From an optimization exercise on the open Yosys and OpenROAD flow, aimed at small area, a short achievable clock period and few clock cycles per item; shortcuts taken in it are not production practice. RTL that was checked went through simulation tests only; none was proved equivalent to the original. Function not checked in runs 1 to 3: the RTL went through the layout flow alone.

===== flow/flow/run.sh =====
#!/bin/bash
# Standard layout, with timing repair aiming further below the clock period.
set -euo pipefail
export SETUP_SLACK_MARGIN=7
bash standard.sh > standard_flow.log 2>&1

===== flow/standard.sh =====
#!/bin/bash
# synth_recipe.tcl (not shown) runs the flow's synth.tcl, then flattens the netlist and writes it again
# the make line also repeats each setting of config.mk as NAME=value (left out here)
make -C /OpenROAD-flow-scripts/flow DESIGN_CONFIG=/design/flow/config.mk WORK_HOME=/design/flow/orfs CLKGATE_MAP_FILE= SYNTH_SCRIPT=/design/flow/synth_recipe.tcl "${@:-finish}"

===== flow/config.mk =====
export PLATFORM = sky130hd
export DESIGN_NAME = ad983x_core
export DESIGN_NICKNAME = ad983x_core
export VERILOG_FILES = /design/flow/design.v
export SDC_FILE = /design/flow/constraint.sdc
export NUM_CORES = 4
export LEC_CHECK = 0
export CAP_MARGIN = 20
export CORE_MARGIN = 2
export CORE_UTILIZATION = 40
export SLEW_MARGIN = 20

===== flow/constraint.sdc =====
create_clock -name core_clock -period 10.0 [get_ports {clk}]
set_input_delay 2.0000 -clock core_clock [delete_from_list [all_inputs] [get_ports {clk}]]
set_output_delay 2.0000 -clock core_clock [all_outputs]
set_load 0.01 [all_outputs]

===== flow/design.v =====
module ad983x_core #(
    parameter NSTEP = 1                     
) (
    input  wire        clk,
    input  wire        rst,                 
    input  wire        cmd_valid,
    output reg         cmd_ready,
    input  wire [63:0] cmd,
    output reg         res_valid,
    output reg  [3:0]  res_code,
    output reg  [7:0]  res_err,
    output reg         sel_n,
    output reg         rst_line,
    output reg         xfer_req,
    output reg  [15:0] xfer_word,
    input  wire        xfer_ack,
    input  wire        xfer_fail,
    input  wire [7:0]  xfer_code
);
    localparam [3:0] R_OK        = 4'd0,
                     R_BAD_CH    = 4'd1,
                     R_BAD_SHAPE = 4'd2,
                     R_FREQ_OOR  = 4'd3,
                     R_XFER_ERR  = 4'd4,
                     R_ILLEGAL   = 4'd5,
                     R_NOT_INIT  = 4'd6,
                     R_BAD_REF   = 4'd7,
                     R_DESYNC    = 4'd8;
    localparam [3:0] OP_INIT = 4'h1, OP_FREQ = 4'h2, OP_FREQW = 4'h3,
                     OP_PHASE = 4'h4, OP_SIGN = 4'h5, OP_MODE = 4'h6,
                     OP_SLEEP = 4'h7, OP_WAVE = 4'h8, OP_RESET = 4'h9;
    reg        inited;
    reg        desync;
    reg [31:0] ref_hz;
    reg [5:0]  shb;                         
    wire [15:0] shadow = {7'd0, 1'b1, shb[5:1], 1'b0, shb[0], 1'b0};
    reg [3:0]  op;
    reg [1:0]  csel;                        
    reg        sel_hz;                      
    reg        rsv0;
    reg        z_hi;                        
    reg        z_mh;                        
    reg        z_ml;                        
    reg        z_lo;                        
    reg        neg;                         
    reg        pv;                          
    reg        idle;                        
    reg        fw1;                         
    reg        gap;                         
    reg        rcnt_on;                     
    reg [2:0]  rcnt;
    reg        is_init;
    reg        nw4;                         
    reg [1:0]  widx;
    reg        ch;
    reg [32:0] rem;                         
    reg [29:0] sq;                          
    reg [4:0]  dcnt;                        
    reg        ovf;                         
    reg        seen0;                       
    reg        dspec;                       
    reg        duse;                        
    always @(posedge clk) begin
        op     <= cmd[63:60];
        csel   <= cmd[53:52];
        sel_hz <= (cmd[59:54] == 6'd0);
        rsv0   <= (cmd[51:48] == 4'd0);
        z_hi   <= (cmd[47:32] == 16'd0);
        z_mh   <= (cmd[31:28] == 4'd0);
        z_ml   <= (cmd[27:12] == 16'd0);
        z_lo   <= (cmd[11:0] == 12'd0);
        neg    <= cmd[47];
    end
    wire sel0   = sel_hz && (csel == 2'd0);
    wire sel_h7 = sel_hz && !csel[1];
    wire d0     = z_hi && z_mh && z_ml && z_lo;
    reg well_formed;
    always @(*) begin
        case (op)
            OP_INIT:  well_formed = sel0 && rsv0 && z_hi;
            OP_FREQ:  well_formed = rsv0;
            OP_FREQW: well_formed = rsv0;
            OP_PHASE: well_formed = rsv0 && z_hi && z_mh && z_ml;
            OP_SIGN:  well_formed = sel_hz && rsv0 && d0;
            OP_MODE:  well_formed = sel_h7 && rsv0 && d0;
            OP_SLEEP: well_formed = sel_hz && rsv0 && d0;
            OP_WAVE:  well_formed = rsv0 && d0;
            OP_RESET: well_formed = sel0 && rsv0 && d0;
            default:  well_formed = 1'b0;
        endcase
    end
    reg        refuse;
    reg [3:0]  rcode;
    always @(*) begin
        refuse = 1'b1;
        rcode  = R_OK;
        if (!well_formed)
            rcode = R_ILLEGAL;
        else if (op == OP_INIT) begin
            if (z_mh && z_ml && z_lo) rcode = R_BAD_REF;
            else refuse = 1'b0;
        end
        else if (!inited) rcode = R_NOT_INIT;
        else if (desync)  rcode = R_DESYNC;
        else if ((op == OP_FREQ || op == OP_FREQW || op == OP_PHASE) && !sel_h7)
            rcode = R_BAD_CH;
        else if (op == OP_WAVE && (!sel_hz || csel == 2'd3))
            rcode = R_BAD_SHAPE;
        else if (op == OP_FREQ && neg)
            rcode = R_FREQ_OOR;
        else if (op == OP_FREQW && !(z_hi && z_mh))
            rcode = R_FREQ_OOR;
        else
            refuse = 1'b0;
    end
    reg [5:0] shb_new;
    always @(*) begin
        shb_new = shb;
        case (op)
            OP_SIGN: case (csel)
                2'd0: shb_new[3:1] = 3'b000;
                2'd1: shb_new[3:1] = 3'b101;
                2'd2: shb_new[3:1] = 3'b100;
                default: shb_new[3:1] = 3'b111;
            endcase
            OP_MODE:  shb_new[0] = csel[0];
            OP_SLEEP: shb_new[5:4] = csel;
            default: case (csel)            
                2'd0: begin shb_new[3:1] = 3'b000; shb_new[0] = 1'b0; end
                2'd1: begin shb_new[3:1] = 3'b000; shb_new[0] = 1'b1; end
                default: begin shb_new[3:1] = 3'b111; shb_new[0] = 1'b0; end
            endcase
        endcase
    end
    wire [15:0] sh_new = {7'd0, 1'b1, shb_new[5:1], 1'b0, shb_new[0], 1'b0};
    wire accept = cmd_valid && cmd_ready;
    wire exec   = accept && !refuse;
    wire dload = cmd_valid && pv && !dspec && !duse && (cmd_ready || op == OP_FREQ);
    wire ddone = (dcnt == 5'd30);
    reg [32:0] rs [0:NSTEP];
    reg [29:0] qs [0:NSTEP];
    reg [33:0] tt;
    integer k;
    always @(*) begin
        rs[0] = rem;
        qs[0] = sq;
        for (k = 0; k < NSTEP; k = k + 1) begin
            tt = {rs[k], qs[k][29]};
            if (rs[k][32]) tt = tt + {2'b00, ref_hz};
            else           tt = tt - {2'b00, ref_hz};
            rs[k+1] = tt[32:0];
            qs[k+1] = {qs[k][28:0], !tt[32]};
        end
    end
    wire [27:0] fword = sq[28:1] + {27'd0, sq[0]};
    wire [15:0] ftag  = ch ? 16'h8000 : 16'h4000;
    always @(posedge clk) begin
        if (dload) begin
            rem <= {3'b000, cmd[46:17]};
            if (op == OP_FREQW) begin
                sq   <= {1'b0, cmd[27:0], 1'b0};
                dcnt <= 5'd30;
            end else begin
                sq   <= {cmd[16:0], 13'd0};
                dcnt <= 5'd0;
            end
            ovf   <= 1'b0;
            seen0 <= 1'b0;
        end else if (!ddone) begin
            rem  <= rs[NSTEP];
            sq   <= qs[NSTEP];
            dcnt <= dcnt + NSTEP;
            if (dcnt == 5'd0) ovf <= qs[1][0];
            if (NSTEP == 1) begin
                if (dcnt != 5'd0 && !qs[1][0]) seen0 <= 1'b1;
            end else begin
                if ((dcnt != 5'd0 && !qs[NSTEP][1]) || !qs[NSTEP][0]) seen0 <= 1'b1;
            end
        end
    end
    reg idle_nx;
    always @(*) begin
        idle_nx = idle;
        if (accept) idle_nx = refuse;
        if (rcnt_on && rcnt == 3'd7 && !is_init) idle_nx = 1'b1;
        if (fw1 && (ovf || (ddone && !seen0))) idle_nx = 1'b1;
        if (xfer_req && xfer_ack && (xfer_fail || !nw4 || widx == 2'd3)) idle_nx = 1'b1;
    end
    always @(posedge clk) begin
        res_err <= (xfer_req && xfer_ack && xfer_fail) ? xfer_code : 8'd0;
        if (rst) begin
            pv        <= 1'b0;
            cmd_ready <= 1'b0;
            idle      <= 1'b1;
            res_valid <= 1'b0;
            res_code  <= R_OK;
            sel_n     <= 1'b1;
            rst_line  <= 1'b0;
            xfer_req  <= 1'b0;
            inited    <= 1'b0;
            desync    <= 1'b0;
            fw1       <= 1'b0;
            gap       <= 1'b0;
            rcnt_on   <= 1'b0;
            dspec     <= 1'b0;
            duse      <= 1'b0;
        end else begin
            pv        <= cmd_valid && !accept;
            cmd_ready <= idle_nx && cmd_valid && !accept;
            idle      <= idle_nx;
            res_valid <= 1'b0;
            if (dload && !cmd_ready)
                dspec <= 1'b1;
            if (accept) begin
                dspec     <= 1'b0;
                res_valid <= refuse;
                res_code  <= rcode;
                widx      <= 2'd0;
                ch        <= csel[0];
                is_init   <= (op == OP_INIT);
                nw4       <= (op == OP_FREQ) || (op == OP_FREQW);
                rcnt      <= 3'd0;
                if (!refuse) begin
                    case (op)
                        OP_INIT: begin
                            ref_hz    <= cmd[31:0];
                            shb       <= 6'd0;
                            inited    <= 1'b1;
                            desync    <= 1'b0;
                            rst_line  <= 1'b1;
                            rcnt_on   <= 1'b1;
                            xfer_word <= 16'h0100;
                        end
                        OP_RESET: begin
                            rst_line <= 1'b1;
                            rcnt_on  <= 1'b1;
                        end
                        OP_FREQ: begin
                            duse      <= 1'b1;
                            fw1       <= 1'b1;
                            xfer_word <= shadow | 16'h2000;
                        end
                        OP_FREQW: begin
                            duse      <= 1'b1;
                            sel_n     <= 1'b0;
                            xfer_req  <= 1'b1;
                            xfer_word <= shadow | 16'h2000;
                        end
                        OP_PHASE: begin
                            sel_n     <= 1'b0;
                            xfer_req  <= 1'b1;
                            xfer_word <= {2'b11, csel[0], 1'b0, cmd[11:0]};
                        end
                        default: begin      
                            shb       <= shb_new;
                            sel_n     <= 1'b0;
                            xfer_req  <= 1'b1;
                            xfer_word <= sh_new;
                        end
                    endcase
                end
            end
            if (rcnt_on) begin
                rcnt <= rcnt + 3'd1;
                if (rcnt == 3'd7) begin
                    rcnt_on  <= 1'b0;
                    rst_line <= 1'b0;
                    if (is_init) begin
                        sel_n    <= 1'b0;
                        xfer_req <= 1'b1;
                    end else begin
                        res_valid <= 1'b1;
                        res_code  <= R_OK;
                    end
                end
            end
            if (fw1) begin
                if (ovf || (ddone && !seen0)) begin
                    fw1       <= 1'b0;
                    duse      <= 1'b0;
                    res_valid <= 1'b1;
                    res_code  <= R_FREQ_OOR;
                end else if (seen0) begin
                    fw1      <= 1'b0;
                    sel_n    <= 1'b0;
                    xfer_req <= 1'b1;
                end
            end
            if (xfer_req && xfer_ack) begin
                sel_n    <= 1'b1;
                xfer_req <= 1'b0;
                if (xfer_fail) begin
                    duse      <= 1'b0;
                    res_valid <= 1'b1;
                    res_code  <= R_XFER_ERR;
                    if (is_init) inited <= 1'b0;
                    else         desync <= 1'b1;
                end else if (!nw4 || widx == 2'd3) begin
                    res_valid <= 1'b1;
                    res_code  <= R_OK;
                end else begin
                    gap  <= 1'b1;
                    widx <= widx + 2'd1;
                end
            end
            if (gap) begin
                case (widx)
                    2'd1: if (ddone) begin
                        gap       <= 1'b0;
                        sel_n     <= 1'b0;
                        xfer_req  <= 1'b1;
                        xfer_word <= ftag | {2'b00, fword[13:0]};
                    end
                    2'd2: begin
                        gap       <= 1'b0;
                        duse      <= 1'b0;
                        sel_n     <= 1'b0;
                        xfer_req  <= 1'b1;
                        xfer_word <= ftag | {2'b00, fword[27:14]};
                    end
                    default: begin
                        gap       <= 1'b0;
                        sel_n     <= 1'b0;
                        xfer_req  <= 1'b1;
                        xfer_word <= shadow;
                    end
                endcase
            end
        end
    end
endmodule

==> flow_summary.json, run 1 <==
{
  "port_buffers": 109,
  "cts-buffers-inserted": 17,
  "die-area_um2": 27600,
  "cts-root-buf": "clkbuf_16",
  "cts_buffer_depth": 2,
  "ys_types": 78,
  "fin_setup_tns_ns": 0,
  "clk_pin_slew_worst_paths_ns": 0.07,
  "synth_enable_flop_cells": 127,
  "drt_wl_total_um": 33400,
  "ys.flop_type": "edfxtp_1",
  "drive_gt1_share_pct": 26.0,
  "syn_avg_cell_area_um2": 9.36,
  "dr.first_iter.drc_count": 667,
  "rsz0062_at_grt": "yes",
  "gp_congestion": 0.918,
  "hold_class": "reg -> reg",
  "syn_area_um2": 10500,
  "crit_path_start_kind": "flop",
  "min_period_over_period_pct": 41.7,
  "synth_top_area_share_pct": 36.3,
  "detail_route.first_pass.iterations": 7,
  "reg2reg_depth": 15,
  "syn_nets": 1244,
  "status": "no timing/DRC/antenna violations",
  "diodes": 0,
  "dp_hpwl_um": 22500,
  "synthCells": 1123,
  "final_antenna_net_count": 0,
  "holdPathStages": 2,
  "routedWlPerCell_um": 20.1,
  "final-hold-violation-count": 0,
  "antenna_found_initial": 0,
  "grt_pass1_wl_um": 51700,
  "via_count": 9648,
  "r2r_start": "ref_hz[8]",
  "overflow": 0,
  "core_region_area_um2": 25900,
  "hold_buffers": 0,
  "cp_max_fo": 6,
  "synthArstFlopShare_pct": 0,
  "finalCriticalPeriod_ns": 4.17,
  "cts_tree": "done",
  "grt_pass1_vias": 9355,
  "synth_top_area_cell": "edfxtp_1",
  "drv_cap": 0,
  "synth.most_common_cell": "nand2_1",
  "clock_latency_ns": 0.44,
  "gr-usage-all-layers_pct": 23.8,
  "finish.instance_area_um2": 14200,
  "yosys-top-cells-count": "nand2_1, edfxtp_1, nor2_1",
  "arrival_ns": 4.49,
  "r2r_end": "seen0",
  "ys_seq_area_share_pct": 44.7,
  "start_util_pct": 40.6,
  "final_nets": 1439,
  "setup_viol": 0,
  "syn2layout_area_growth_pct": 34.7,
  "synthTopCellsByArea": "edfxtp_1, dfxtp_1, ha_1",
  "ys_seq_elements": 171,
  "cts.htree.levels": 4,
  "die_y_um": 166,
  "fp.dieW_um": 166,
  "r2r_slack_ns": 5.83,
  "min_from": "res_code[3]",
  "min_delay_worst_endpoint": "res_code[3]",
  "ios": 110,
  "max_freq_ghz": 0.240,
  "slew_headroom_pct": 51.3,
  "finClkSkew_ns": 0.0168,
  "yosysWarnings": 3,
  "dpl-instance-area_um2": 12100,
  "cts.sinks": 171,
  "critPathRequiredTime_ns": 10.32,
  "slew_viol_final": 0,
  "tightestPinTransition_ns": 0.724,
  "core.rowCount": 59,
  "worstSetupPathType": "reg -> reg",
  "drc": 0,
  "hold_slack_ns": 0.466,
  "grt_max_degree": 86,
  "worstSetupEndpointType": "flop",
  "viasPerCell": 5.79
}
[through the flow]
| stage | util (%) | instances | setup WS (ns) |
|---|---|---|---|
| 2_1_floorplan | - | 1123 | 6.05 |
| 3_3_place_gp | 46.8 | 1518 | 5.62 |
| 3_5_place_dp | 46.8 | 1518 | 5.58 |
| 4_1_cts | 52.8 | 1636 | 5.81 |
| 5_1_grt | 54.6 | 1666 | 5.68 |
| 6_report | 54.6 | 1666 | 5.83 |
[area by class of cell]
class	instances	area, µm²
Fill cell	2258	11800
Timing Repair inverter	1	7.51
Tap cell	335	419
Sequential cell	171	4710
Timing Repair Buffer	232	2050
Clock buffer	21	482
Multi-Input combinational cell	868	6280
Inverter	27	105
Clock inverter	11	101
[critical path: stages (launching register included)]
cell and delay [ns]:
edfxtp_1 0.39, or4_4 0.58, nor4_4 0.19, and3b_2 0.29, buf_4 0.13, a21oi_1 0.07
xnor2_1 0.18, ha_1 0.41, nand2_1 0.15, or4b_4 0.56, a2111oi_4 0.25, o21ai_1 0.12
or4b_4 0.24, o21ai_4 0.07, xnor2_2 0.16, o41ai_2 0.25
[worst max path at each step]
stage	from	endpoint	slack (ns)	cells past startpoint
finish	ref_hz[8]	seen0	5.83	15
global route	ref_hz[17]	seen0	5.68	17
CTS	ref_hz[8]	seen0	5.81	16
detailed placement	ref_hz[7]	sq[0]	5.58	15
global placement	cmd_valid	ref_hz[0]	5.62	6
floorplan	ref_hz[8]	sq[0]	6.05	16
[state kept, by name (all words and copies together) (netlist names), 2 cells and up]
name	cells
op	4
sq	30
res_code	4
rcnt	3
rem	33
csel	2
dcnt	5
widx	2
xfer_word	16
res_err	8
shb	6
ref_hz	32
[cell families (layout without fill, tap and decap cells)]
kind of cell | after synthesis | after routing | share of synthesized area, %
and+or+nand+nor | 420 | 421 | 19.9
AOI/OAI and AO/OA | 312 | 312 | 19.2
DFF | 171 | 171 | 44.7
xor gates and xnor gates | 85 | 85 | 7.16
buffers and inverters | 85 | 292 | 3.20
adders and majority gates | 44 | 44 | 5.31
muxes | 6 | 6 | 0.595
[layer usage]
metal	vias up	share of wire, %	track usage (%)
met3	60	6.6	4.19
li1	4575	-	-
met4	0	2.5	7.75
met5	-	0	0
met2	378	47	38.8
met1	4635	44	32.2
[what timing repair did]
action,in CTS,in global routing
gates cloned,4,0
setup buffers,82,30
endpoints found under the setup margin,256,187
hold endpoints to repair,0,0
gates resized for setup,213,83
pin swaps,63,58
[cell usage in the layout (no fill, tap or decap), types with 16 or more instances in the layout]
cell type        count
edfxtp_1           127
inv_1               26
buf_4               89
buf_6               27
xor2_1              39
a21o_1              17
clkbuf_16           18
a21oi_1             74
dfxtp_1             32
nor4_1              17
nand3_1             36
o21ai_0             34
ha_1                34
a31oi_1             22
buf_2               27
a21oi_2             16
nor2_1              92
and2_1              21
clkdlybuf4s50_1     70
xnor2_1             37
nand2_1            126
==> run 2, diff against run 1 <==
--- a/flow/design.v
+++ b/flow/design.v
@@ -1,5 +1,5 @@
 module ad983x_core #(
-    parameter NSTEP = 1                     
+    parameter NSTEP = 2                     
 ) (
     input  wire        clk,
     input  wire        rst,                 
==> flow/flow/run.sh (replaced) <==
#!/bin/bash
# Standard layout, with timing repair aiming further below the clock period.
set -euo pipefail
export SETUP_SLACK_MARGIN=6.5
bash standard.sh > standard_flow.log 2>&1
==> run 2 against run 1 <==
Count of clock-buffer cells in the layout is 1 higher. Synthesized area is 20% higher. Wire length increased by 25%. Cell area up 16%. Maximum frequency down 37%. Critical path type unchanged. Via count increased by 23%. Worst hold slack better by 0.016 ns. Critical endpoint is now sq[0]. Register-to-register slack lost 2.4 ns. Flip-flop and latch count fell by 1.
==> flow_summary.json, run 2 <==
{
  "synth_top_area_cell": "edfxtp_1",
  "core.rowCount": 65,
  "ys_types": 90,
  "hold_class": "reg -> reg",
  "cts_tree": "done",
  "dp_hpwl_um": 28800,
  "rsz0062_at_grt": "yes",
  "cts.htree.levels": 4,
  "gp_congestion": 0.910,
  "drt_wl_total_um": 41800,
  "synth_enable_flop_cells": 126,
  "cts-buffers-inserted": 17,
  "synth_compound_area_share_pct": 19.2,
  "routedWlPerCell_um": 20.7,
  "detail_route.first_pass.iterations": 5,
  "max_freq_ghz": 0.152,
  "ys_seq_area_share_pct": 36.9,
  "setup_slack_ns": 3.41,
  "fin_setup_tns_ns": 0,
  "final-hold-violation-count": 0,
  "cp_max_fo": 9,
  "die-area_um2": 33000,
  "r2r_start": "ref_hz[1]",
  "r2r_end": "sq[0]",
  "largest_register": "rem",
  "cp_slowest_cell": "edfxtp_1",
  "synthSimpleGateAreaFrac_pct": 22.7,
  "slowest_delay_ns": 0.42,
  "worstSetupPathType": "reg -> reg",
  "syn_area_um2": 12600,
  "yosysWarnings": 3,
  "largest_reg_flops": 33,
  "cts.sinks": 170,
  "syn_nets": 1598,
  "finalCriticalPeriod_ns": 6.59,
  "min_period_over_period_pct": 65.9,
  "crit_end": "sq[0]",
  "reg2reg_depth": 32,
  "grt_pass1_vias": 11200,
  "cts_buffer_depth": 2,
  "start_util_pct": 40.3,
  "hold_slack_ns": 0.482,
  "synthXorXnorAreaFrac_pct": 9.54,
  "worstSetupEndpointType": "flop",
  "clock_latency_ns": 0.46,
  "crit_path_start_kind": "flop",
  "final_common_cell": "nor2_1",
  "place_ws_ns": 2.16,
  "hold_buffers": 0,
  "cts-root-buf": "clkbuf_16",
  "tightestPinTransition_ns": 1.14,
  "synthCells": 1445,
  "syn_avg_cell_area_um2": 8.74,
  "r2r_slack_ns": 3.41,
  "finClkSkew_ns": 0.0310,
  "final_nets": 1763,
  "die_y_um": 182,
  "core_region_area_um2": 31300,
  "via_count": 11900,
  "synth.most_common_cell": "nor2_1",
  "antenna_found_initial": 0,
  "synth_top_family_by_area": "simple AND/OR/NAND/NOR gates",
  "ios": 110,
  "drc": 0,
  "startpoint": "ref_hz[1]",
  "ys_seq_elements": 170,
  "gr-usage-all-layers_pct": 24.4,
  "viasPerCell": 5.87,
  "synthTopCellsByArea": "edfxtp_1, ha_1, dfxtp_1",
  "port_buffers": 109,
  "slew_headroom_pct": 24.2,
  "arrival_ns": 6.77,
  "overflow": 0,
  "syn2layout_area_growth_pct": 30.3,
  "yosys-top-cells-count": "nor2_1, nand2_1, edfxtp_1",
  "status": "no timing/DRC/antenna violations",
  "diodes": 0,
  "final_cell_mix": "nor2_1, nand2_1, edfxtp_1",
  "finish.instance_area_um2": 16500,
  "fp.dieW_um": 182,
  "ys.flop_type": "edfxtp_1",
  "drv_cap": 0,
  "dr.first_iter.drc_count": 1068,
  "clk_pin_slew_worst_paths_ns": 0.07,
  "synthArstFlopShare_pct": 0,
  "largestRegisters": "rem (33), ref_hz (32), sq (30)",
  "slew_viol_final": 0,
  "muxShareOfSynthArea_pct": 0.674,
  "final_antenna_net_count": 0,
  "critPathRequiredTime_ns": 10.18,
  "grt_max_degree": 78,
  "nFillCells": 2843,
  "setup_viol": 0,
  "synth_top_area_share_pct": 30.0,
  "grt_pass1_wl_um": 62700,
  "synth_adder_area_share_pct": 7.65,
  "drive_gt1_share_pct": 19.1,
  "dpl-instance-area_um2": 14300
}
-- run 2: changes by cell type after synthesis, sizes merged, moves of 10 or more --
cell,change
nor2,+95
xor2,+45
ha,+31
nand2,+24
inv,+20
a21oi,+18
nand3,+17
o21ai,+16
clkbuf,-10
-- run 2: worst min-delay path by stage --
stage / start / endpoint / slack [ns] / cells past startpoint
6_report: idle / idle / 0.48 / 2
3_3_place_gp: idle / idle / 0.45 / 2
4_1_cts: idle / idle / 0.49 / 2
5_1_grt: rem[30] / rem[30] / 0.51 / 2
3_5_place_dp: idle / idle / 0.47 / 2
2_1_floorplan: idle / idle / 0.43 / 2
-- run 2: layout make-up --
| cell class | count | area, µm² | share of cell area, % |
|---|---|---|---|
| timing repair inverter | 1 | 5.00 | 0.0304 |
| sequential | 170 | 4670 | 28.4 |
| clock buffer | 22 | 507 | 3.08 |
| inverter | 47 | 180 | 1.09 |
| clock inverter | 10 | 120 | 0.730 |
| timing repair buffer | 196 | 1860 | 11.3 |
| tap | 402 | 503 | 3.06 |
| multi-input combinational | 1177 | 8620 | 52.4 |
-- run 2: cells by family after synthesis --
family,count (synthesis)
adder cells (fa/ha/maj),76
AO/OA/AOI/OAI,366
flip-flops,170
AND/OR/NAND/NOR,588
XOR/XNOR,136
multiplexers,8
buffers and inverters,101
-- run 2: repair_timing --
item                                   in CTS  in global routing
resized for setup                          99                 76
pin swaps                                  49                 46
endpoints found under the hold margin       0                  0
setup endpoints to repair                 185                157
buffers inserted                           55                 23
cloned                                      5                  1
-- run 2: worst max-delay path: cells and delay by family, from the launching register on --
family	cells	cell delay (ns)
xor+xnor	2	0.33
compound gates	5	1.07
buf+inv	3	0.46
flops	1	0.42
fa+ha+maj	3	0.83
simple gates	19	3.16
-- run 2: per-stage QoR --
step	utilization, %	instances
2_1_floorplan	-	1445
3_3_place_gp	45.6	1909
3_5_place_dp	45.6	1909
4_1_cts	50.7	2001
5_1_grt	52.6	2025
6_report	52.6	2025
-- run 2: layer usage --
layer	global-route usage, %	up-vias	wire (µm)
met4	7.06	0	959
met3	4.07	64	2600
met2	40.6	460	20200
met5	0	-	0
li1	-	5620	-
met1	32.5	5743	18100
==> run 3, diff against run 2 <==
--- a/flow/design.v
+++ b/flow/design.v
@@ -135,29 +135,29 @@
     wire [15:0] sh_new = {7'd0, 1'b1, shb_new[5:1], 1'b0, shb_new[0], 1'b0};
     wire accept = cmd_valid && cmd_ready;
     wire exec   = accept && !refuse;
-    wire dload = cmd_valid && pv && !dspec && !duse && (cmd_ready || op == OP_FREQ);
+    wire dload = cmd_valid && !dspec && !duse && (cmd_ready || cmd[63:60] == OP_FREQ);
+    wire dfmtw = cmd_ready && op == OP_FREQW;
     wire ddone = (dcnt == 5'd30);
     reg [32:0] rs [0:NSTEP];
     reg [29:0] qs [0:NSTEP];
-    reg [33:0] tt;
+    reg [34:0] tt;
     integer k;
     always @(*) begin
         rs[0] = rem;
         qs[0] = sq;
         for (k = 0; k < NSTEP; k = k + 1) begin
-            tt = {rs[k], qs[k][29]};
-            if (rs[k][32]) tt = tt + {2'b00, ref_hz};
-            else           tt = tt - {2'b00, ref_hz};
-            rs[k+1] = tt[32:0];
-            qs[k+1] = {qs[k][28:0], !tt[32]};
+            tt = {rs[k], qs[k][29], 1'b1}
+               + {{2'b00, ref_hz} ^ {34{!rs[k][32]}}, !rs[k][32]};
+            rs[k+1] = tt[33:1];
+            qs[k+1] = {qs[k][28:0], !tt[33]};
         end
     end
     wire [27:0] fword = sq[28:1] + {27'd0, sq[0]};
     wire [15:0] ftag  = ch ? 16'h8000 : 16'h4000;
     always @(posedge clk) begin
+        rem <= dload ? {3'b000, cmd[46:17]} : rs[NSTEP];
         if (dload) begin
-            rem <= {3'b000, cmd[46:17]};
-            if (op == OP_FREQW) begin
+            if (dfmtw) begin
                 sq   <= {1'b0, cmd[27:0], 1'b0};
                 dcnt <= 5'd30;
             end else begin
@@ -167,7 +167,6 @@
             ovf   <= 1'b0;
             seen0 <= 1'b0;
         end else if (!ddone) begin
-            rem  <= rs[NSTEP];
             sq   <= qs[NSTEP];
             dcnt <= dcnt + NSTEP;
             if (dcnt == 5'd0) ovf <= qs[1][0];
@@ -209,7 +208,7 @@
             cmd_ready <= idle_nx && cmd_valid && !accept;
             idle      <= idle_nx;
             res_valid <= 1'b0;
-            if (dload && !cmd_ready)
+            if (dload && !accept)
                 dspec <= 1'b1;
             if (accept) begin
                 dspec     <= 1'b0;
==> flow/flow/run.sh (replaced) <==
#!/bin/bash
# Standard layout, with timing repair aiming further below the clock period
# and plain buffers on the ports.
set -euo pipefail
export SETUP_SLACK_MARGIN=6.0
export BUFFER_PORTS_ARGS="-buffer_cell sky130_fd_sc_hd__buf_1"
bash standard.sh > standard_flow.log 2>&1
--- a/flow/config.mk
+++ b/flow/config.mk
@@ -7,5 +7,6 @@
 export LEC_CHECK = 0
 export CAP_MARGIN = 20
 export CORE_MARGIN = 2
-export CORE_UTILIZATION = 40
+export CORE_UTILIZATION = 55
+export CTS_BUF_LIST = sky130_fd_sc_hd__clkbuf_4 sky130_fd_sc_hd__clkbuf_8
 export SLEW_MARGIN = 20
==> run 3 against run 2 <==
Still clean. Via count down 5.9%. Count of clock-buffer cells in the layout down 3. Maximum frequency up 25%. Die area down 32%. Worst hold slack better by 0.0069 ns. Clock skew down 0.011 ns. Flip-flop and latch count down 1. Cell area down 9.9%. Utilization up 18 points.
==> flow_summary.json, run 3 <==
{
  "reg2reg_depth": 25,
  "core.rowCount": 53,
  "overflow": 0,
  "synth_top_area_share_pct": 24.7,
  "place_ws_ns": 3.88,
  "finalCriticalPeriod_ns": 5.26,
  "min_delay_worst_endpoint": "rst_line",
  "cp_slowest_cell": "dfxtp_4",
  "rsz0062_at_grt": "yes",
  "worstSetupEndpointType": "flop",
  "cts-root-buf": "clkbuf_8",
  "r2r_slack_ns": 4.74,
  "slew_headroom_pct": 41.3,
  "synth_enable_flop_cells": 96,
  "final_cells": 1766,
  "final_nets": 1628,
  "synth.most_common_cell": "xnor2_1",
  "grt_pass1_vias": 10500,
  "start_util_pct": 55.7,
  "viasPerCell": 6.33,
  "ys_seq_area_share_pct": 37.2,
  "hold_slack_ns": 0.488,
  "path_delay_family": "compound AO/OA/AOI/OAI gates",
  "cts.sinks": 169,
  "max_freq_ghz": 0.190,
  "r2r_start": "rem[32]",
  "clk_pin_slew_worst_paths_ns": 0.10,
  "final_common_cell": "buf_1",
  "syn_nets": 1434,
  "syn2layout_area_growth_pct": 27.0,
  "die-area_um2": 22400,
  "dp_hpwl_um": 25100,
  "largest_register": "rem",
  "ios": 110,
  "holdPathStages": 2,
  "cts.htree.levels": 4,
  "gp_congestion": 0.905,
  "grt_use_met3_pct": 5.34,
  "slowest_delay_ns": 0.50,
  "min_from": "rst_line",
  "setup_viol": 0,
  "diodes": 0,
  "hold_class": "reg -> reg",
  "port_buffers": 109,
  "dr.first_iter.drc_count": 855,
  "grt_max_degree": 81,
  "syn_area_um2": 11700,
  "drv_cap": 0,
  "via_count": 11200,
  "finClkSkew_ns": 0.0204,
  "startpoint": "rem[32]",
  "yosysWarnings": 3,
  "cts_tree": "done",
  "drt_wl_total_um": 38700,
  "antenna_found_initial": 0,
  "seqCellArea_um2": 4350,
  "multi_input_area_um2": 8050,
  "syn_avg_cell_area_um2": 9.09,
  "synthTopCellsByArea": "edfxtp_1, dfxtp_1, xnor2_1",
  "yosys-top-cells-count": "xnor2_1, nand2_1, a21oi_1, edfxtp_1, nor2_1",
  "synth_top_area_cell": "edfxtp_1",
  "drc": 0,
  "setup_slack_ns": 4.74,
  "met1_usage_pct": 43.5,
  "top_usage_layer": "met2",
  "crit_path_start_kind": "flop",
  "cp_max_fo": 8,
  "slew_viol_final": 0,
  "tightestPinTransition_ns": 0.881,
  "cts_buffer_depth": 2,
  "critPathRequiredTime_ns": 10.21,
  "min_period_over_period_pct": 52.6,
  "critPathBufInv": 4,
  "ys_types": 76,
  "gr-usage-all-layers_pct": 33.3,
  "final_antenna_net_count": 0,
  "r2r_end": "sq[0]",
  "cts-buffers-inserted": 17,
  "fin_setup_tns_ns": 0,
  "die_y_um": 150,
  "routedWlPerCell_um": 21.9,
  "grt_pass1_wl_um": 57200,
  "use_met2_pct": 55.0,
  "synthArstFlopShare_pct": 0,
  "fp.dieW_um": 150,
  "place_inst": 1618,
  "ys_seq_elements": 169,
  "worstSetupPathType": "reg -> reg",
  "detail_route.first_pass.iterations": 5,
  "status": "no timing/DRC/antenna violations",
  "core_region_area_um2": 21000,
  "synthCells": 1284,
  "ys.flop_type": "edfxtp_1",
  "final_cell_mix": "buf_1, buf_4, nand2_1",
  "arrival_ns": 5.46,
  "clock_latency_ns": 0.48,
  "final-hold-violation-count": 0,
  "largestRegisters": "rem (33), ref_hz (32), sq (30)",
  "nFillCells": 1600,
  "largest_reg_flops": 33,
  "drive_gt1_share_pct": 22.0,
  "hold_buffers": 0
}
==> run 3: kinds of logic (layout without fill, tap and decap cells) <==
| kind of cell | Yosys count | after routing | share of synthesized area, % |
|---|---|---|---|
| adder cells (fa/ha/maj) | 73 | 73 | 7.82 |
| flip-flops | 169 | 169 | 37.2 |
| AO/OA/AOI/OAI | 399 | 399 | 22.6 |
| AND/OR/NAND/NOR | 377 | 378 | 16.1 |
| XOR/XNOR | 150 | 150 | 11.3 |
| buffers and inverters | 95 | 301 | 3.14 |
| multiplexers | 21 | 21 | 1.83 |
==> run 3: how the worst max path moves through the flow <==
stage	to	slack, ns	depth (start not counted)
2_1_floorplan	sq[0]	5.09	25
3_3_place_gp	rem[26]	3.99	23
3_5_place_dp	rem[26]	3.88	23
4_1_cts	sq[0]	4.91	26
5_1_grt	sq[0]	4.57	25
6_report	sq[0]	4.74	25
==> run 3: stage by stage <==
step | cell area [µm²] | utilization [%]
after floorplan | 11900 | -
after global placement | 12400 | 59.2
after detailed placement | 12400 | 59.2
after CTS | 14300 | 68.2
after global routing | 14800 | 70.8
final | 14800 | 70.8
==> run 3: cell type report <==
class,instances,area share (%)
inverter,36,0.911
tap,275,2.32
timing repair buffer,233,10.8
clock inverter,13,0.734
sequential,169,29.3
clock buffer,19,1.68
multi-input combinational,1021,54.3
==> run 3: tightest hold or removal path, cell delays in order (launching register included) <==
cell and delay (ns):
dfxtp_1 0.33, inv_1 0.05, a221oi_1 0.06
==> run 3: routing by layer <==
layer,vias to the layer above,routed length [µm]
met2,525,18400
met3,133,2570
li1,5144,-
met5,-,0
met1,5385,15800
met4,0,1880
==> run 3: repair_timing <==
item                       CTS  global route
gates cloned                 7             0
pin swaps                   99            61
setup endpoints to repair   87           113
resized for setup          118            71
setup buffers               95            14
==> run 4, diff against run 3 <==
--- a/flow/design.v
+++ b/flow/design.v
@@ -1,5 +1,5 @@
 module ad983x_core #(
-    parameter NSTEP = 2                     
+    parameter NSTEP = 1                     
 ) (
     input  wire        clk,
     input  wire        rst,                 
==> flow/flow/run.sh (replaced) <==
#!/bin/bash
# Standard layout, with timing repair aiming further below the clock period
# and plain buffers on the ports.
set -euo pipefail
export SETUP_SLACK_MARGIN=6.5
export BUFFER_PORTS_ARGS="-buffer_cell sky130_fd_sc_hd__buf_1"
bash standard.sh > standard_flow.log 2>&1
==> run 4 against run 3 <==
Sequential share of layout area rose by 10 points. Highest routed layer unchanged. Register-to-register slack improved by 1.9 ns. Still clean. Clock skew fell by 0.0050 ns. Largest cell class unchanged. Maximum frequency rose by 53%. Worst hold slack got worse by 0.0046 ns.
==> flow_summary.json, run 4 <==
{
  "final-hold-violation-count": 0,
  "detail_route.first_pass.iterations": 5,
  "synth.most_common_cell": "nand2_1",
  "ys_seq_elements": 170,
  "finish.instance_area_um2": 11100,
  "drive_gt1_share_pct": 7.12,
  "dr.first_iter.drc_count": 704,
  "die_y_um": 139,
  "start_util_pct": 56.1,
  "critPathRequiredTime_ns": 10.23,
  "core_region_area_um2": 18000,
  "viasPerCell": 6.18,
  "drv_cap": 0,
  "slew_headroom_pct": 43.7,
  "nFillCells": 1640,
  "seqCellArea_um2": 4380,
  "crit_path_start_kind": "input pin",
  "setup_slack_ns": 6.56,
  "syn_area_um2": 10100,
  "overflow": 0,
  "synthArstFlopShare_pct": 0,
  "syn_nets": 1205,
  "syn_avg_cell_area_um2": 9.28,
  "final_antenna_net_count": 0,
  "grt_pass1_vias": 7929,
  "max_freq_ghz": 0.291,
  "cts-root-buf": "clkbuf_8",
  "hold_slack_ns": 0.484,
  "routedWlPerCell_um": 20.0,
  "slew_viol_final": 0,
  "die-area_um2": 19400,
  "arrival_ns": 3.67,
  "ys_seq_area_share_pct": 43.4,
  "diodes": 0,
  "multi_input_area_um2": 5490,
  "clock_latency_ns": 0.47,
  "worstSetupPathType": "in -> reg",
  "final_cell_mix": "buf_1, nand2_1, nor2_1, edfxtp_1, dfxtp_1",
  "largestRegisters": "rem (33), ref_hz (32), sq (30)",
  "largest_reg_flops": 33,
  "hold_class": "reg -> reg",
  "hold_buffers": 0,
  "cp_max_fo": 13,
  "fin_setup_tns_ns": 0,
  "synth_enable_flop_cells": 97,
  "ios": 110,
  "cts.sinks": 170,
  "port_buffers": 109,
  "min_period_over_period_pct": 34.4,
  "finClkSkew_ns": 0.0153,
  "gp_congestion": 0.936,
  "place_ws_ns": 5.86,
  "grt_pass1_wl_um": 43900,
  "grt_max_degree": 78,
  "ys.flop_type": "edfxtp_1",
  "setup_viol": 0,
  "dpl-instance-area_um2": 10600,
  "cts_tree": "done",
  "finalCriticalPeriod_ns": 3.44,
  "antenna_found_initial": 0,
  "gr-usage-all-layers_pct": 28.7,
  "worstSetupEndpointType": "flop",
  "dp_hpwl_um": 20400,
  "synth_top_area_share_pct": 28.9,
  "via_count": 8703,
  "syn2layout_area_growth_pct": 10.5,
  "fp.dieW_um": 139,
  "drt_wl_total_um": 28100,
  "status": "no timing/DRC/antenna violations",
  "cts_buffer_depth": 2,
  "clk_pin_slew_worst_paths_ns": 0.11,
  "final_common_cell": "buf_1",
  "yosys-top-cells-count": "nand2_1, nor2_1, edfxtp_1",
  "largest_register": "rem",
  "synthCells": 1086,
  "synthTopCellsByArea": "edfxtp_1, dfxtp_1, xnor2_1",
  "cts.htree.levels": 4,
  "tightestPinTransition_ns": 0.836,
  "ys_types": 80,
  "synth_top_area_cell": "edfxtp_1",
  "yosysWarnings": 3,
  "rsz0062_at_grt": "no",
  "utilization_pct": 62.0,
  "final_nets": 1285,
  "cts-buffers-inserted": 17,
  "drc": 0,
  "core.rowCount": 49
}
## run 4: changes by cell type in the layout (fill, tap and decap cells not counted), moves of 17 or more
cell     delta
buf_4      -97
xnor2_1    -34
a21o_1     -28
xnor2_2    -24
a31oi_1    +21
a21oi_2    -20
ha_4       -19
nand3_1    +18
o21ai_0    -18
inv_1      -17
## run 4: cells by family after synthesis
logic type / Yosys count / synth area share, %
xor gates and xnor gates: 87 / 7.56
DFF: 170 / 43.4
adders and majority gates: 42 / 5.21
and+or+nand+nor: 424 / 21.4
muxes: 5 / 0.509
buffers and inverters: 78 / 3.18
AOI/OAI and AO/OA: 280 / 18.7
## run 4: routing by layer
layer / up-vias / global-route usage [%] / share of wire (%)
met5: - / 0 / 0
met4: 0 / 5.74 / 1.2
met3: 28 / 4.51 / 6.9
met2: 324 / 45.2 / 46
met1: 4150 / 42.2 / 46
li1: 4201 / - / -
## run 4: what timing repair did
action / in CTS / in global routing
endpoints found under the setup margin: 53 / 55
setup buffers: 1 / 2
pin swaps: 2 / 1
resized for setup: 8 / 13
gates cloned: 1 / 0
## run 4: cell type report
class                   count  area share (%)
clock buffers              18            2.23
clock inverters            14            1.35
inverters                  21           0.753
multi-input cells         839            49.3
flip-flops and latches    170            39.3
well taps                 229            2.57
repair buffers            117            4.43
## run 4: final timing paths
check,slack [ns],endpoint,cells past startpoint,from
max,6.56,xfer_word[10],6,cmd_valid
min,0.48,sel_n,2,sel_n
max reg2reg,6.67,xfer_word[10],10,op[1]
min reg2reg,0.48,sel_n,2,sel_n
## run 4: through the flow
step                std cells
floorplan                1086
global placement         1372
detailed placement       1372
CTS                      1406
global route             1408
finish                   1408
## run 4: critical path: stages
cell     delay [ns]
buf_1          0.21
nand2_2        0.21
nor4_4         0.45
o21ai_4        0.21
and2b_4        0.24
a221o_1        0.34
Testbench counts of run 4, summed over its fixed seeds: cycles 69,016, commands 3,208.
==> run 5, diff against run 4 <==
==> flow/flow/run.sh (replaced) <==
#!/bin/bash
# Standard layout, with timing repair aiming further below the clock period
# and plain buffers on the ports.
set -euo pipefail
export SETUP_SLACK_MARGIN=7.0
export BUFFER_PORTS_ARGS="-buffer_cell sky130_fd_sc_hd__buf_1"
bash standard.sh > standard_flow.log 2>&1
--- a/flow/config.mk
+++ b/flow/config.mk
@@ -7,6 +7,6 @@
 export LEC_CHECK = 0
 export CAP_MARGIN = 20
 export CORE_MARGIN = 2
-export CORE_UTILIZATION = 55
+export CORE_UTILIZATION = 65
 export CTS_BUF_LIST = sky130_fd_sc_hd__clkbuf_4 sky130_fd_sc_hd__clkbuf_8
 export SLEW_MARGIN = 20
==> run 5 against run 4 <==
Still clean on timing, DRC and antenna. Final cell count rose by 1.2%. Global-route usage increased by 6.3 points. Maximum frequency increased by 11%. Critical path depth shrank 5. Clock skew grew 0.0028 ns. Sequential share of layout area fell by 3.8 points. Cell area rose by 11%.
==> flow_summary.json, run 5 <==
{
  "critPathBufInv": 1,
  "drive_gt1_share_pct": 18.6,
  "routedWlPerCell_um": 22.5,
  "slew_headroom_pct": 25.2,
  "fin_setup_tns_ns": 0,
  "die_y_um": 129,
  "syn_nets": 1205,
  "min_delay_worst_endpoint": "sel_n",
  "clock_latency_ns": 0.50,
  "largest_register": "rem",
  "cts.sinks": 170,
  "yosysWarnings": 3,
  "largest_reg_flops": 33,
  "final_antenna_net_count": 0,
  "cts_tree": "done",
  "grt_pass1_wl_um": 44300,
  "grt_max_degree": 66,
  "start_util_pct": 66.3,
  "synth_enable_flop_cells": 97,
  "reg2reg_depth": 12,
  "drv_cap": 0,
  "critPathRequiredTime_ns": 8.00,
  "rsz0062_at_grt": "yes",
  "ys_types": 80,
  "overflow": 0,
  "hold_class": "reg -> reg",
  "worstSetupEndpointType": "primary output",
  "max_freq_ghz": 0.324,
  "viasPerCell": 6.74,
  "slowest_delay_ns": 0.44,
  "ys_seq_elements": 170,
  "holdPathStages": 2,
  "die-area_um2": 16500,
  "utilization_pct": 81.4,
  "ios": 110,
  "cts-buffers-inserted": 17,
  "cts-root-buf": "clkbuf_8",
  "r2r_slack_ns": 7.00,
  "synthCells": 1086,
  "dr.first_iter.drc_count": 1366,
  "synth.most_common_cell": "nand2_1",
  "final-hold-violation-count": 0,
  "synth_top_area_cell": "edfxtp_1",
  "gp_congestion": 0.904,
  "worstSetupPathType": "reg -> out",
  "finalCriticalPeriod_ns": 3.09,
  "synthArstFlopShare_pct": 0,
  "clk_pin_slew_worst_paths_ns": 0.10,
  "status": "no timing/DRC/antenna violations",
  "core_region_area_um2": 15200,
  "grt_pass1_vias": 8263,
  "ys_seq_area_share_pct": 43.4,
  "syn2layout_area_growth_pct": 22.8,
  "ys.flop_type": "edfxtp_1",
  "finClkSkew_ns": 0.0182,
  "final_cell_mix": "nand2_1, edfxtp_1, nor2_1",
  "min_period_over_period_pct": 30.9,
  "via_count": 9599,
  "hold_buffers": 0,
  "r2r_end": "rem[29]",
  "diodes": 0,
  "path_cells": "buf_1",
  "arrival_ns": 1.09,
  "syn_area_um2": 10100,
  "yosys-top-cells-count": "nand2_1, nor2_1, edfxtp_1",
  "setup_viol": 0,
  "cp_slowest_cell": "edfxtp_1",
  "crit_path_start_kind": "flop",
  "final_nets": 1343,
  "drt_wl_total_um": 32000,
  "cts.htree.levels": 4,
  "path_delay_family": "flip-flops",
  "synthTopCellsByArea": "edfxtp_1, dfxtp_1, xnor2_1",
  "detail_route.first_pass.iterations": 7,
  "slew_viol_final": 0,
  "fp.dieW_um": 129,
  "syn_avg_cell_area_um2": 9.28,
  "cts_buffer_depth": 2,
  "r2r_start": "rem[32]",
  "antenna_found_initial": 0,
  "synth_top_area_share_pct": 28.9,
  "largestRegisters": "rem (33), ref_hz (32), sq (30)",
  "final_common_cell": "nand2_1",
  "min_from": "sel_n",
  "core.rowCount": 45,
  "dp_hpwl_um": 18900,
  "cp_max_fo": 2,
  "tightestPinTransition_ns": 1.12,
  "port_buffers": 109,
  "drc": 0,
  "gr-usage-all-layers_pct": 35.0
}
[run 5: cell counts after synthesis]
No cell type changed its count.
[run 5: final cells by class]
cell class,instances,area (µm²)
Sequential cell,170,4400
Inverter,21,87.6
Tap cell,188,235
Clock inverter,13,223
Fill cell,984,2820
Timing Repair inverter,1,7.51
Timing Repair Buffer,173,1230
Clock buffer,19,255
Multi-Input combinational cell,840,5940
[run 5: worst max path at each step]
stage | startpoint | end | slack, ns | cells after the start
2_1_floorplan | cmd[61] | dcnt[0] | 6.53 | 5
5_1_grt | xfer_word[8] | xfer_word[8] | 6.89 | 1
4_1_cts | cmd[60] | rem[31] | 6.91 | 7
6_report | xfer_word[5] | xfer_word[5] | 6.91 | 1
3_5_place_dp | rst | ref_hz[2] | 5.90 | 4
3_3_place_gp | rst | ref_hz[2] | 5.93 | 4
[run 5: cells by family (layout without fill, tap and decap cells)]
| group | count (synthesis) | in the layout | synth area share [%] |
|---|---|---|---|
| XOR/XNOR | 87 | 87 | 7.56 |
| AO/OA/AOI/OAI | 280 | 280 | 18.7 |
| AND/OR/NAND/NOR | 424 | 426 | 21.4 |
| adder cells (fa/ha/maj) | 42 | 42 | 5.21 |
| multiplexers | 5 | 5 | 0.509 |
| buffers and inverters | 78 | 227 | 3.18 |
| flip-flops | 170 | 170 | 43.4 |
[run 5: stage by stage]
stage	worst slack, ns	area (µm²)	hold slack (ns)	instances
global route	6.89	12400	0.496	1425
finish	6.91	12400	0.476	1425
global placement	5.93	10600	0.464	1330
floorplan	6.53	10300	0.406	1086
CTS	6.91	11600	0.483	1392
detailed placement	5.90	10600	0.465	1330
[run 5: routing by layer]
| metal | up-vias | routed length [µm] | global-route usage [%] |
|---|---|---|---|
| li1 | 4318 | - | - |
| met1 | 4586 | 13000 | 49.1 |
| met2 | 597 | 14500 | 53.7 |
| met3 | 98 | 3220 | 7.69 |
| met4 | 0 | 1210 | 12.9 |
| met5 | - | 0 | 0 |
[run 5: repair_timing]
item | CTS | global route
gates resized for setup | 54 | 117
cloned | 5 | 7
setup endpoints to repair | 198 | 151
setup buffers | 25 | 26
pin swaps | 9 | 24
==> run 6, diff against run 5 <==
--- a/flow/design.v
+++ b/flow/design.v
@@ -1,6 +1,4 @@
-module ad983x_core #(
-    parameter NSTEP = 1                     
-) (
+module ad983x_core (
     input  wire        clk,
     input  wire        rst,                 
     input  wire        cmd_valid,
@@ -44,7 +42,6 @@
     reg        z_lo;                        
     reg        neg;                         
     reg        pv;                          
-    reg        idle;                        
     reg        fw1;                         
     reg        gap;                         
     reg        rcnt_on;                     
@@ -53,6 +50,7 @@
     reg        nw4;                         
     reg [1:0]  widx;
     reg        ch;
+    reg [13:0] whi;                         
     reg [32:0] rem;                         
     reg [29:0] sq;                          
     reg [4:0]  dcnt;                        
@@ -138,24 +136,13 @@
     wire dload = cmd_valid && !dspec && !duse && (cmd_ready || cmd[63:60] == OP_FREQ);
     wire dfmtw = cmd_ready && op == OP_FREQW;
     wire ddone = (dcnt == 5'd30);
-    reg [32:0] rs [0:NSTEP];
-    reg [29:0] qs [0:NSTEP];
-    reg [34:0] tt;
-    integer k;
-    always @(*) begin
-        rs[0] = rem;
-        qs[0] = sq;
-        for (k = 0; k < NSTEP; k = k + 1) begin
-            tt = {rs[k], qs[k][29], 1'b1}
-               + {{2'b00, ref_hz} ^ {34{!rs[k][32]}}, !rs[k][32]};
-            rs[k+1] = tt[33:1];
-            qs[k+1] = {qs[k][28:0], !tt[33]};
-        end
-    end
+    wire [34:0] tt    = {rem, sq[29], 1'b1} + {{2'b00, ref_hz} ^ {34{!rem[32]}}, !rem[32]};
+    wire [32:0] rem_n = tt[33:1];
+    wire        qbit  = !tt[33];
     wire [27:0] fword = sq[28:1] + {27'd0, sq[0]};
     wire [15:0] ftag  = ch ? 16'h8000 : 16'h4000;
     always @(posedge clk) begin
-        rem <= dload ? {3'b000, cmd[46:17]} : rs[NSTEP];
+        rem <= dload ? {3'b000, cmd[46:17]} : rem_n;
         if (dload) begin
             if (dfmtw) begin
                 sq   <= {1'b0, cmd[27:0], 1'b0};
@@ -167,17 +154,14 @@
             ovf   <= 1'b0;
             seen0 <= 1'b0;
         end else if (!ddone) begin
-            sq   <= qs[NSTEP];
-            dcnt <= dcnt + NSTEP;
-            if (dcnt == 5'd0) ovf <= qs[1][0];
-            if (NSTEP == 1) begin
-                if (dcnt != 5'd0 && !qs[1][0]) seen0 <= 1'b1;
-            end else begin
-                if ((dcnt != 5'd0 && !qs[NSTEP][1]) || !qs[NSTEP][0]) seen0 <= 1'b1;
-            end
+            sq   <= {sq[28:0], qbit};
+            dcnt <= dcnt + 5'd1;
+            if (dcnt == 5'd0) ovf <= qbit;
+            else if (!qbit)   seen0 <= 1'b1;
         end
     end
-    reg idle_nx;
+    wire idle = !(rcnt_on || fw1 || xfer_req || gap);
+    reg  idle_nx;
     always @(*) begin
         idle_nx = idle;
         if (accept) idle_nx = refuse;
@@ -190,7 +174,6 @@
         if (rst) begin
             pv        <= 1'b0;
             cmd_ready <= 1'b0;
-            idle      <= 1'b1;
             res_valid <= 1'b0;
             res_code  <= R_OK;
             sel_n     <= 1'b1;
@@ -206,7 +189,6 @@
         end else begin
             pv        <= cmd_valid && !accept;
             cmd_ready <= idle_nx && cmd_valid && !accept;
-            idle      <= idle_nx;
             res_valid <= 1'b0;
             if (dload && !accept)
                 dspec <= 1'b1;
@@ -306,16 +288,17 @@
                 case (widx)
                     2'd1: if (ddone) begin
                         gap       <= 1'b0;
+                        duse      <= 1'b0;
+                        whi       <= fword[27:14];
                         sel_n     <= 1'b0;
                         xfer_req  <= 1'b1;
                         xfer_word <= ftag | {2'b00, fword[13:0]};
                     end
                     2'd2: begin
                         gap       <= 1'b0;
-                        duse      <= 1'b0;
                         sel_n     <= 1'b0;
                         xfer_req  <= 1'b1;
-                        xfer_word <= ftag | {2'b00, fword[27:14]};
+                        xfer_word <= ftag | {2'b00, whi};
                     end
                     default: begin
                         gap       <= 1'b0;
==> flow/flow/run.sh (replaced) <==
#!/bin/bash
# Standard layout, with timing repair aiming further below the clock period
# and plain buffers on the ports.
set -euo pipefail
export SETUP_SLACK_MARGIN=6.5
export BUFFER_PORTS_ARGS="-buffer_cell sky130_fd_sc_hd__buf_1"
bash standard.sh > standard_flow.log 2>&1
==> run 6 against run 5 <==
Sequential share of layout area grew 6.6 points. First-iteration DRC count shrank 43%. Cell area shrank 8.5%. Wire length shrank 15%. Via count shrank 9.9%. Largest cell class unchanged.
==> flow_summary.json, run 6 <==
{
  "drt_wl_total_um": 27100,
  "finClkSkew_ns": 0.0108,
  "synth_enable_flop_cells": 111,
  "synth_top_area_cell": "edfxtp_1",
  "crit_path_start_kind": "input pin",
  "critPathRequiredTime_ns": 10.15,
  "overflow": 0,
  "grt_max_degree": 86,
  "final_antenna_net_count": 0,
  "core_region_area_um2": 15700,
  "syn_nets": 1170,
  "hold_slack_ns": 0.489,
  "place_inst": 1328,
  "dr.first_iter.drc_count": 785,
  "die-area_um2": 17000,
  "largestRegisters": "rem (33), ref_hz (32), sq (30)",
  "gr-usage-all-layers_pct": 32.1,
  "synthArstFlopShare_pct": 0,
  "ys.flop_type": "edfxtp_1",
  "fin_setup_tns_ns": 0,
  "ys_seq_elements": 183,
  "synthTopCellsByArea": "edfxtp_1, dfxtp_1, ha_1",
  "yosys-top-cells-count": "edfxtp_1, nand2_1, nor2_1",
  "final_common_cell": "edfxtp_1",
  "start_util_pct": 66.0,
  "slew_viol_final": 0,
  "fp.dieW_um": 130,
  "slew_headroom_pct": 39.7,
  "final_nets": 1251,
  "drive_gt1_share_pct": 6.81,
  "grt_pass1_wl_um": 41400,
  "ys_types": 78,
  "worstSetupPathType": "in -> reg",
  "detail_route.first_pass.iterations": 5,
  "drv_cap": 0,
  "syn2layout_area_growth_pct": 9.27,
  "rsz0062_at_grt": "yes",
  "clk_pin_slew_worst_paths_ns": 0.10,
  "ys_seq_area_share_pct": 46.1,
  "syn_avg_cell_area_um2": 9.86,
  "worstSetupEndpointType": "flop",
  "yosysWarnings": 1,
  "finalCriticalPeriod_ns": 3.32,
  "max_freq_ghz": 0.302,
  "via_count": 8652,
  "cp_max_fo": 85,
  "largest_reg_flops": 33,
  "port_buffers": 109,
  "grt_pass1_vias": 7731,
  "cts-buffers-inserted": 17,
  "largest_register": "rem",
  "status": "no timing/DRC/antenna violations",
  "final_cells": 1361,
  "arrival_ns": 3.46,
  "min_period_over_period_pct": 33.2,
  "slowest_delay_ns": 0.67,
  "final-hold-violation-count": 0,
  "cts_tree": "done",
  "die_y_um": 130,
  "drc": 0,
  "antenna_found_initial": 0,
  "synthCells": 1051,
  "cts-root-buf": "clkbuf_8",
  "setup_viol": 0,
  "synth.most_common_cell": "edfxtp_1",
  "clock_latency_ns": 0.49,
  "synth_top_area_share_pct": 32.2,
  "viasPerCell": 6.36,
  "diodes": 0,
  "hold_class": "reg -> reg",
  "dp_hpwl_um": 19300,
  "gp_congestion": 0.922,
  "syn_area_um2": 10400,
  "hold_buffers": 0,
  "routedWlPerCell_um": 19.9,
  "cts_buffer_depth": 2,
  "final_cell_mix": "edfxtp_1, buf_1, nand2_1",
  "ios": 110,
  "cp_slowest_cell": "buf_4",
  "tightestPinTransition_ns": 0.897,
  "cts.sinks": 183,
  "path_cells": "buf_1, nor3b_2, o21ai_4, buf_4, nand2_8",
  "cts.htree.levels": 4,
  "core.rowCount": 46,
  "nFillCells": 1287
}
[run 6: repair_timing]
item | CTS | global route
buffers inserted | 0 | 1
hold endpoints to repair | 0 | 0
gates resized for setup | 3 | 9
setup endpoints to repair | 19 | 107
[run 6: final cells by class]
class / instances / area, µm² / share of cell area [%]
clock inverters: 15 / 126 / 1.12
clock buffers: 17 / 234 / 2.07
well taps: 216 / 270 / 2.39
multi-input cells: 788 / 5340 / 47.1
repair buffers: 115 / 474 / 4.19
flip-flops and latches: 183 / 4780 / 42.2
inverters: 27 / 101 / 0.895
[run 6: cells by family after synthesis]
| kind of cell | after synthesis | share of synthesized area (%) |
|---|---|---|
| AO/OA/AOI/OAI | 290 | 19.4 |
| XOR/XNOR | 80 | 6.76 |
| adder cells (fa/ha/maj) | 42 | 5.07 |
| buffers and inverters | 80 | 3.25 |
| flip-flops | 183 | 46.1 |
| multiplexers | 21 | 2.05 |
| AND/OR/NAND/NOR | 355 | 17.4 |
[run 6: metal layers]
metal	part of all wire [%]	global-route usage [%]	vias to the layer above
li1	-	-	4076
met1	44	45.2	4109
met2	46	50.1	413
met3	8.1	6.93	54
met4	2.3	9.87	0
met5	0	0	-
[run 6: worst paths after layout]
| check | to | start | slack, ns | cells past startpoint |
|---|---|---|---|---|
| worst max-delay path | sq[28] | cmd_valid | 6.68 | 5 |
| worst min-delay path | sel_n | sel_n | 0.49 | 2 |
| worst max register to register | sq[0] | rem[32] | 6.70 | 9 |
| worst min register to register | sel_n | sel_n | 0.49 | 2 |
[run 6: through the flow]
step	instance area [µm²]	worst slack, ns	utilization [%]
floorplan	10400	6.17	-
global placement	10900	6.12	69.4
detailed placement	10900	5.98	69.4
global route	11300	6.43	72.1
finish	11300	6.68	72.1
CTS	11300	6.50	71.7
[run 6: worst max-delay path: cells and delay by family]
kind                   cells  cell delay, ns
AND/OR/NAND/NOR            2            0.55
buffers and inverters      2            0.79
AO/OA/AOI/OAI              1            0.06
Testbench counts of run 6, summed over its fixed seeds: cycles 65,231, commands 3,208.
==> run 7, diff against run 6 <==
==> flow/flow/run.sh (replaced) <==
#!/bin/bash
# Standard layout, with timing repair aiming further below the clock period
# and plain buffers on the ports.
set -euo pipefail
export SETUP_SLACK_MARGIN=7.0
export BUFFER_PORTS_ARGS="-buffer_cell sky130_fd_sc_hd__buf_1"
bash standard.sh > standard_flow.log 2>&1
==> run 7 against run 6 <==
Still clean. Wire length grew 0.24%. Global-route usage shrank 0.38 points. Clock skew grew 0.0022 ns. Non-clock buffer count grew 29. Critical path depth shrank 4. Cell area grew 4.7%. Count of clock-buffer cells in the layout grew 1. Register-to-register slack gained 0.31 ns. First-iteration DRC count grew 9.8%. Largest cell class unchanged.
==> flow_summary.json, run 7 <==
{
  "drv_cap": 0,
  "ys_seq_area_share_pct": 46.1,
  "largest_reg_flops": 33,
  "final_antenna_net_count": 0,
  "grt_pass1_wl_um": 40700,
  "overflow": 0,
  "dr.first_iter.drc_count": 862,
  "cts.sinks": 183,
  "clock_latency_ns": 0.48,
  "cts_buffer_depth": 2,
  "cts-buffers-inserted": 17,
  "gr-usage-all-layers_pct": 31.8,
  "drc": 0,
  "diodes": 0,
  "dpl-instance-area_um2": 10900,
  "max_freq_ghz": 0.326,
  "finClkSkew_ns": 0.0130,
  "detail_route.first_pass.iterations": 9,
  "r2r_slack_ns": 7.01,
  "grt_use_met3_pct": 4.76,
  "rsz0062_at_grt": "yes",
  "dp_hpwl_um": 19100,
  "antenna_found_initial": 0,
  "via_count": 8772,
  "grt_max_degree": 86,
  "drt_wl_total_um": 27200,
  "cts.htree.levels": 4,
  "critPathBufInv": 1,
  "critPathRequiredTime_ns": 8.00,
  "core_region_area_um2": 15700,
  "clk_pin_slew_worst_paths_ns": 0.10,
  "utilization_pct": 75.5,
  "path_cells": "clkbuf_2",
  "syn_area_um2": 10400,
  "synth_top_area_cell": "edfxtp_1",
  "met1_usage_pct": 45.3,
  "core.rowCount": 46,
  "synth_enable_flop_cells": 111,
  "top_usage_layer": "met2",
  "final_cell_mix": "edfxtp_1, nand2_1, buf_1",
  "port_buffers": 109,
  "viasPerCell": 6.30,
  "start_util_pct": 66.0,
  "synthCells": 1051,
  "gp_congestion": 0.903,
  "worstSetupPathType": "reg -> out",
  "cts-root-buf": "clkbuf_8",
  "largestRegisters": "rem (33), ref_hz (32), sq (30)",
  "synth.most_common_cell": "edfxtp_1",
  "ys.flop_type": "edfxtp_1",
  "synthTopCellsByArea": "edfxtp_1, dfxtp_1, ha_1",
  "min_period_over_period_pct": 30.7,
  "ys_seq_elements": 183,
  "finish.instance_area_um2": 11900,
  "slowest_delay_ns": 0.44,
  "routedWlPerCell_um": 19.5,
  "tightestPinTransition_ns": 0.941,
  "yosysWarnings": 1,
  "final_nets": 1283,
  "die-area_um2": 17000,
  "fp.dieW_um": 130,
  "crit_path_start_kind": "flop",
  "worstSetupEndpointType": "primary output",
  "fin_setup_tns_ns": 0,
  "synth_top_area_share_pct": 32.2,
  "cts_tree": "done",
  "drive_gt1_share_pct": 14.2,
  "syn_avg_cell_area_um2": 9.86,
  "path_delay_family": "flip-flops",
  "yosys-top-cells-count": "edfxtp_1, nand2_1, nor2_1",
  "largest_register": "rem",
  "arrival_ns": 1.07,
  "final_common_cell": "edfxtp_1",
  "die_y_um": 130,
  "syn_nets": 1170,
  "hold_class": "reg -> reg",
  "synthArstFlopShare_pct": 0,
  "slew_viol_final": 0,
  "syn2layout_area_growth_pct": 14.5,
  "ys_types": 78,
  "cp_max_fo": 2,
  "cp_slowest_cell": "edfxtp_1",
  "hold_buffers": 0,
  "use_met2_pct": 49.6,
  "hold_slack_ns": 0.468,
  "slew_headroom_pct": 36.8,
  "setup_viol": 0,
  "final-hold-violation-count": 0,
  "status": "no timing/DRC/antenna violations",
  "grt_pass1_vias": 7718,
  "finalCriticalPeriod_ns": 3.07,
  "ios": 110
}
run 7: changes by cell type in the layout (fill, tap and decap cells not counted), sizes merged:
cell / delta
clkbuf: +21
buf: +8
clkinv: -6
clkinvlp: +6
clkdlybuf4s15: +1
nand2: +1
nand3b: +1
run 7: final cells by class:
class | instances | area (µm²)
Multi-Input combinational cell | 790 | 5520
Sequential cell | 183 | 4800
Timing Repair Buffer | 144 | 774
Tap cell | 216 | 270
Inverter | 27 | 105
Clock buffer | 18 | 248
Clock inverter | 14 | 139
Timing Repair inverter | 1 | 7.51
Fill cell | 1132 | 3850
run 7: routing by layer:
metal / share of wire [%] / vias up
li1: - / 4138
met1: 43 / 4097
met2: 45 / 476
met3: 9.2 / 61
met4: 2.7 / 0
met5: 0 / -
run 7: kinds of logic after synthesis:
| family | synth area share (%) |
|---|---|
| AND/OR/NAND/NOR | 17.4 |
| AO/OA/AOI/OAI | 19.4 |
| flip-flops | 46.1 |
| XOR/XNOR | 6.76 |
| buffers and inverters | 3.25 |
| adder cells (fa/ha/maj) | 5.07 |
| multiplexers | 2.05 |
run 7: worst register-to-register path: cells and delay by family (launching register included):
kind                     cells  cell delay [ns]
adder cells (fa/ha/maj)      1             0.32
AND/OR/NAND/NOR              2             0.37
XOR/XNOR                     2             0.49
AO/OA/AOI/OAI                5             0.90
buffers and inverters        2             0.30
flip-flops                   1             0.36
run 7: stage by stage:
step,setup WS [ns],instances
after floorplan,6.17,1051
after global placement,6.15,1327
after detailed placement,6.04,1327
after CTS,6.92,1380
after global routing,6.89,1393
final,6.93,1393
run 7: timing repair:
action | 4_1_cts | 5_1_grt
gates cloned | 1 | 2
endpoints found under the setup margin | 191 | 126
buffers inserted | 20 | 11
pin swaps | 4 | 8
resized for setup | 37 | 47
run 7: final timing paths:
path | depth (start not counted) | to | startpoint
setup / recovery | 1 | xfer_word[9] | xfer_word[9]
setup reg to reg | 12 | sq[0] | rem[32]
hold / removal | 2 | sel_n | sel_n
hold reg to reg | 2 | sel_n | sel_n

static timing again, ports no longer ideal:
How much do the figures lean on ideal ports? The routed layouts below were timed once more, with nothing changed but the port constraints. Step 1 assumes that a clkbuf_16 drives the clock port and a buf_2 every other input. Step 2 times the ports against the registers' clock, not the clock port: input delays grow and output delays shrink by t, the midpoint of the rising clock arrivals with the driver on. Slacks: ideal ports / drivers / drivers and shift; pairs: ideal ports / drivers.
run	t, ns	setup WS [ns]	worst hold slack (ns)	worst setup path at the end	clock arrival spread, ns
run 1	0.479	5.832 / 5.832 / 5.832	0.466 / 0.466 / 0.466	register to register	0.017 / 0.017
run 2	0.497	3.410 / 3.410 / 3.410	0.482 / 0.482 / 0.482	register to register	0.031 / 0.031
run 3	0.516	4.745 / 4.745 / 4.745	0.488 / 0.488 / 0.488	register to register	0.021 / 0.021
run 4	0.507	6.560 / 6.570 / 6.063	0.484 / 0.484 / 0.484	input to register	0.016 / 0.016
run 5	0.530	6.911 / 6.869 / 6.485	0.476 / 0.476 / 0.476	input to register	0.018 / 0.019
run 6	0.526	6.684 / 6.703 / 6.177	0.489 / 0.489 / 0.489	input to register	0.011 / 0.011
run 7	0.514	6.929 / 6.887 / 6.520	0.468 / 0.468 / 0.468	input to register	0.013 / 0.013
After both steps setup and hold are still met in every run listed. The setup slack of run 6, which loses most, moves by +0.019 ns with the drivers and by -0.507 ns with both steps.
